What follows belongs to an exercise in optimizing a design on an open flow for small area, a short achievable clock period and few clock cycles; a production flow would make more cautious choices.
Only the layout flow was run in this run; the RTL was not checked for function there.
Power and IR drop assume default switching activity.

==> flow/design.v <==
module ascii_line_rx (
    input  wire        clk,
    input  wire        rst,
    input  wire        in_valid,
    input  wire [7:0]  in_data,
    output wire        in_ready,
    output wire        out_valid,
    input  wire        out_ready,
    output wire        out_head,
    output wire        out_last,
    output wire [2:0]  out_status,
    output wire [7:0]  out_src,
    output wire [7:0]  out_dst,
    output wire [3:0]  out_prio,
    output wire [23:0] out_pgn,
    output wire [7:0]  out_plen,
    output wire [7:0]  out_data
);
    localparam integer LINE_CAP = 300;
    localparam integer HDR_LEN  = 24;
    localparam integer FIFO_CAP = 138;    
    localparam [7:0]   MARKER   = 8'h41;  
    localparam [7:0]   TERM     = 8'h0A;  
    function [3:0] hexval(input [7:0] c);
        begin
            if (c >= 8'h30 && c <= 8'h39)
                hexval = c[3:0];
            else if ((c >= 8'h41 && c <= 8'h46) || (c >= 8'h61 && c <= 8'h66))
                hexval = c[3:0] + 4'd9;
            else
                hexval = 4'd0;
        end
    endfunction
    reg       rdy;
    reg       av, bv;
    reg [7:0] ad, bd;
    assign in_ready = rdy;
    wire in_fire = in_valid && rdy;
    reg  [8:0]  n;         
    reg         mk;        
    reg  [39:0] hdr;       
    reg  [3:0]  hi;        
    reg  [7:0]  wp;        
    reg  [7:0]  occ;       
    reg         rd_r;      
    reg         pend;      
    reg  [1:0]  pst;       
    reg  [7:0]  pplen;     
    reg         hv;
    reg  [1:0]  h_st;
    reg  [39:0] h_hdr;
    reg  [7:0]  h_plen;
    reg  [7:0]  mem [0:FIFO_CAP-1];
    wire [3:0] hx      = hexval(ad);
    wire       is_term = (ad == TERM);
    wire       stor    = !is_term && (n < LINE_CAP);
    wire       hdr_pos = (n >= 9'd12 && n <= 9'd16) || (n >= 9'd18 && n <= 9'd22);
    wire       in_pay  = (n >= HDR_LEN);
    wire       wr_pos  = stor && mk && in_pay && n[0];
    wire block = (pend && is_term && n != 9'd0) ||
                 (pend && stor && hdr_pos) ||
                 (wr_pos && occ == FIFO_CAP);
    wire proc    = av && !block;
    wire take    = proc && stor;
    wire lineend = proc && is_term && n != 9'd0;
    wire wr      = proc && wr_pos;
    wire a_free  = !av || !block;
    wire       hload   = pend && !hv;
    wire [8:0] plen_full = (n - HDR_LEN) >> 1;
    wire [1:0] st_end    = !mk ? 2'd1 : (!in_pay ? 2'd2 : 2'd0);
    always @(posedge clk) begin
        if (a_free)
            ad <= bv ? bd : in_data;
        if (in_fire)
            bd <= in_data;
    end
    always @(posedge clk) begin
        if (rst) begin
            av  <= 1'b0;
            bv  <= 1'b0;
            rdy <= 1'b1;
        end else begin
            if (a_free) begin
                av <= bv || in_fire;
                bv <= 1'b0;
                rdy <= 1'b1;
            end else begin
                bv <= bv || in_fire;
                rdy <= !(bv || in_fire);
            end
        end
    end
    always @(posedge clk) begin
        if (take && hdr_pos)
            hdr <= {hdr[35:0], hx};
        if (take && in_pay && !n[0])
            hi <= hx;
        if (wr)
            mem[wp] <= {hi, hx};
        if (lineend) begin
            pst   <= st_end;
            pplen <= (st_end == 2'd0) ? plen_full[7:0] : 8'd0;
        end
        if (hload) begin
            h_st   <= pst;
            h_hdr  <= hdr;
            h_plen <= pplen;
        end
        if (take && n == 9'd0)
            mk <= (ad == MARKER);
    end
    reg        ov, oh, ol;
    reg  [7:0] rp;
    reg  [7:0] rem;        
    reg  [7:0] dout;
    wire adv     = !ov || out_ready;        
    wire more    = ov && !ol;               
    wire ld_pay  = adv && more;
    wire ld_head = adv && !more && hv && !oh;
    always @(posedge clk) begin
        if (ld_pay)
            dout <= mem[rp];
    end
    always @(posedge clk) begin
        if (rst) begin
            n    <= 9'd0;
            wp   <= 8'd0;
            occ  <= 8'd0;
            rd_r <= 1'b0;
            pend <= 1'b0;
            hv   <= 1'b0;
            ov   <= 1'b0;
            oh   <= 1'b0;
            ol   <= 1'b0;
            rp   <= 8'd0;
            rem  <= 8'd0;
        end else begin
            if (proc && is_term)
                n <= 9'd0;
            else if (take)
                n <= n + 9'd1;
            if (wr)
                wp <= (wp == FIFO_CAP - 1) ? 8'd0 : wp + 8'd1;
            case ({wr, rd_r})
                2'b10:   occ <= occ + 8'd1;
                2'b01:   occ <= occ - 8'd1;
                default: occ <= occ;
            endcase
            rd_r <= ld_pay;
            if (lineend)
                pend <= 1'b1;
            else if (hload)
                pend <= 1'b0;
            if (hload)
                hv <= 1'b1;
            else if (ov && oh && out_ready)
                hv <= 1'b0;
            if (ld_pay) begin
                ov  <= 1'b1;
                oh  <= 1'b0;
                ol  <= (rem == 8'd1);
                rem <= rem - 8'd1;
                rp  <= (rp == FIFO_CAP - 1) ? 8'd0 : rp + 8'd1;
            end else if (ld_head) begin
                ov  <= 1'b1;
                oh  <= 1'b1;
                ol  <= (h_plen == 8'd0);
                rem <= h_plen;
            end else if (adv) begin
                ov  <= 1'b0;
                oh  <= 1'b0;
            end
        end
    end
    assign out_valid  = ov;
    assign out_head   = oh;
    assign out_last   = ol;
    assign out_status = {1'b0, h_st};
    assign out_src    = h_hdr[39:32];
    assign out_dst    = h_hdr[31:24];
    assign out_prio   = h_hdr[23:20];
    assign out_pgn    = {4'd0, h_hdr[19:0]};
    assign out_plen   = h_plen;
    assign out_data   = dout;
endmodule
==> flow/run.sh <==
#!/bin/bash
# synth_recipe.tcl (not shown) runs the flow's synth.tcl, then flattens the netlist and writes it again
# the make line also repeats each setting of config.mk as NAME=value (left out here)
make -C /OpenROAD-flow-scripts/flow DESIGN_CONFIG=/design/flow/config.mk WORK_HOME=/design/flow/orfs CLKGATE_MAP_FILE= SYNTH_SCRIPT=/design/flow/synth_recipe.tcl finish
==> flow/config.mk <==
export PLATFORM = sky130hd
export DESIGN_NAME = ascii_line_rx
export DESIGN_NICKNAME = ascii_line_rx
export VERILOG_FILES = /design/flow/design.v
export SDC_FILE = /design/flow/constraint.sdc
export NUM_CORES = 4
export LEC_CHECK = 0
export CAP_MARGIN = 20
export CORE_MARGIN = 2
export CORE_UTILIZATION = 40
export GPL_ROUTABILITY_DRIVEN = 1
export PLACE_DENSITY = 0.5
export SETUP_SLACK_MARGIN = 4.2
export SLEW_MARGIN = 20
==> flow/constraint.sdc <==
create_clock -name core_clock -period 7.0 [get_ports {clk}]
set_input_delay 1.4000 -clock core_clock [delete_from_list [all_inputs] [get_ports {clk}]]
set_output_delay 1.4000 -clock core_clock [all_outputs]
set_load 0.01 [all_outputs]
==> reports/results.ini <==
[outcome]
run_status=timing/DRC/antenna clean

[worst_setup_path]
critPathRequiredTime_ns=7.61
path_common_cell=ha_4
cp_slowest_cell=or4_4
crit_path_start_kind=flop
cpPeakStageDelay_ns=0.46
cp-startpoint=n[4]
r2r_start=n[4]
arrival_ns=4.33
criticalPathCategory=reg -> reg
worstPathCellList=inv_4 > ha_4 > a21oi_2 > o21ai_1 > a211o_2 > or4_4 > nor2_4 > inv_2 > ha_4 > xor2_2 > ha_2 > a21oi_4 > o22ai_2 > a221oi_2 > mux2_4 > a31oi_4 > xnor2_2 > nor2_1
crit_fanout=4
endpoint_kind=flop

[grt]
grt_antenna_before_repair=1
overflow=0
grt_usage_pct=22.56
grt_max_degree=91
grt_pass1_wl_mm=205.0
grt_pass1_vias=27694

[routing]
vias_per_cell=5.641
drt_pass1_iterations=5
antenna_left=0
wire_per_inst_um=30.06
wl_mm=144.3
drt_iter0_drc=2754
drc=0
via_count=27083

[clock_tree]
cts_tree=yes
cts-htree-levels=4
cts_sinks=1283
clock_latency_ns=0.75
cts_buffer_depth=3
cts_made_buffers=138
clkTransAtPathRegs_ns=0.06
clock-root-buffer=clkbuf_16

[sta]
slew_headroom_pct=27.74
holdWs_ns=0.4071
finalHoldViolations=0
drv_slew=0
skew_ns=0.02637
max_freq_mhz=268.6
worst_slew_pin_slew_ns=1.084
finalCriticalPeriod_ns=3.723
fin_crit_sh_pct=53.18
rsz0062_at_grt=yes
finalSetupViolations=0
fin_tns_setup_ns=0
setup_ws_ns=3.277

[final_layout]
finalCoreUtilization_pct=51.63
fill_cells=9748
drive_gt1_share_pct=40.59
final_nets=3072
diodes=0
area_delta_synth_final_pct=28.48

[synth]
yosysWarnings=1
synth_area_leaders=edfxtp_1 74%, mux4_2 12%, dfxtp_1 2.0%
syn_inst=2543
syn_area_sq_mm=0.05027
synth_top_area_cell=edfxtp_1
synth-main-ff-cell=edfxtp_1
synth.avg_cell_area_sq_um=19.77
synth-seq-area-share_pct=75.65
synth_edf_count=1233
ys_seq_elements=1283
async_reset_ff_share_pct=0
ys_types=79
synth_top_cell_area_share_pct=73.66

[job]
drv_cap=0

[placement]
place.detailed.hpwl_mm=77.21
place.gp.congestion=0.8224
pre_cts_ws_ns=2.399
port_buffers=73

[floorplanning]
die_height_um=358.5
start_util_pct=40.19
die_w_um=358.5
dieArea_sq_mm=0.1285
ios=79
num_rows=130
core_sq_mm=0.1251

[power_and_ir_drop]
p_per_area_mw_per_mm2=246.6
p_leak_uw=0.02020
ir_drop_mv=0.2631

[worst_hold_path]
hold_class=reg -> reg
worstHoldStart=hdr[36]

-- cell families (layout without fill, tap and decap cells) --
| group | after synthesis | count (layout) | synth area share [%] |
|---|---|---|---|
| xor+xnor | 32 | 32 | 0.5576 |
| mux | 386 | 386 | 14.53 |
| flops | 1283 | 1283 | 75.65 |
| simple gates | 461 | 464 | 4.446 |
| fa+ha+maj | 21 | 21 | 0.5227 |
| compound gates | 193 | 196 | 2.673 |
| other cells | 1 | 5 | 0.007460 |
| buf+inv | 166 | 764 | 1.608 |
-- area by class of cell --
type	instances	area, sq um	share of cell area (%)
multi-input cells	1104	13640	21.11
well taps	1650	2064	3.197
repair buffers	487	6030	9.336
clock buffers	174	3769	5.835
clock inverters	78	888.4	1.376
flip-flops and latches	1283	38060	58.94
inverters	25	132.6	0.2054
-- worst max-delay path, delay by kind of cell (launching register included) --
| family | cells | cell delay, ns |
|---|---|---|
| muxes | 1 | 0.35 |
| AOI/OAI and AO/OA | 7 | 1.28 |
| adders and majority gates | 3 | 0.53 |
| DFF | 1 | 0.36 |
| xor gates and xnor gates | 2 | 0.27 |
| and+or+nand+nor | 3 | 0.67 |
| buffers and inverters | 2 | 0.11 |
-- routing by layer --
layer,share of wire (%),wire length (um),up-vias,GRT usage [%]
li1,-,-,11438,-
met1,42,60870,14524,31.06
met2,50,71650,946,37.46
met3,6.0,8656,175,3.878
met4,2.2,3149,0,5.667
met5,0,0,-,0
-- through the flow --
step	std cells	total power, uW	area (sq um)
4_1_cts	4733	16040	63290
3_5_place_dp	4173	8563	52880
5_1_grt	4801	16360	64580
6_report	4801	15920	64580
3_3_place_gp	4173	8560	52860
2_1_floorplan	2547	8528	50340
-- flip-flops by register name (all words and copies together), names as in the netlist, 9 cells and up --
register  cells
n             9
hdr          40
h_hdr        40
mem        1104
-- final timing paths --
path	to	slack [ns]	depth (start not counted)
worst max-delay path	occ[6]	3.28	18
worst min register to register	h_hdr[36]	0.41	0
worst max register to register	occ[6]	3.28	18
worst min-delay path	h_hdr[36]	0.41	0
-- cell usage after synthesis, drive strengths merged, types with 3 or more instances --
cell type,number
nand4,7
a21o,4
o211ai,6
a211oi,17
inv,24
o31ai,6
a31oi,11
nor2b,14
and2,8
a221o,3
or3,11
nand2b,18
or4,3
ha,21
a221oi,15
mux2,31
o21ai,26
xnor2,22
a21oi,38
dfxtp,50
o311ai,4
clkbuf,58
nand3b,6
mux2i,83
nor2,208
o22ai,14
nor3b,4
buf,83
nand2,84
nor3,29
o2111ai,3
a22o,3
xor2,10
a22oi,11
nor4,14
and3,6
o221ai,6
nand3,40
edfxtp,1233
a2111oi,7
mux4,272
-- repair_timing --
action,CTS,global route
setup endpoints to repair,1790,1503
hold buffers,0,0
buffers inserted,287,64
gates cloned,21,2
endpoints found under the hold margin,0,0
pin swaps,142,68
gates resized for setup,735,155
-- cell usage in the layout (no fill, tap or decap), types with 23 or more instances in the layout --
master,count
clkbuf_16,147
clkinv_1,23
buf_6,100
mux2_2,27
buf_4,163
nor2_4,134
nand2_1,68
buf_2,46
buf_12,110
mux2i_1,71
clkbuf_1,27
mux4_2,272
edfxtp_1,1233
nor2_1,71
a21oi_1,29
buf_16,25
dfxtp_1,36
-- power by group --
part | switching, uW | leakage, uW | internal, uW
Combinational | 72.0 | 0.00647 | 26.2
Sequential | 6.55 | 0.0115 | 8320
Clock | 3010 | 0.00227 | 4490

-- static timing again, ports no longer ideal --
How much do the figures lean on ideal ports? The routed layout below was timed once more, with nothing changed but the port constraints.
Step 1 assumes that a clkbuf_16 drives the clock port and a buf_2 every other input.
Step 2 times the ports against the registers' clock, not the clock port: input delays grow and output delays shrink by t, the midpoint of the rising clock arrivals with the driver on.
a / b / c = ideal / step 1 / step 2; a / b = the first two.
t, ns: 0.810
setup WS [ns]: 3.277 / 3.277 / 3.277
worst hold slack (ns): 0.407 / 0.407 / 0.407
worst setup path at the end: register to register
cell pins on the clock port's net: 1
After both steps this run still meets setup and hold. For this run, drivers alone change the setup slack by 0.000 ns; drivers and shift together by 0.000 ns.
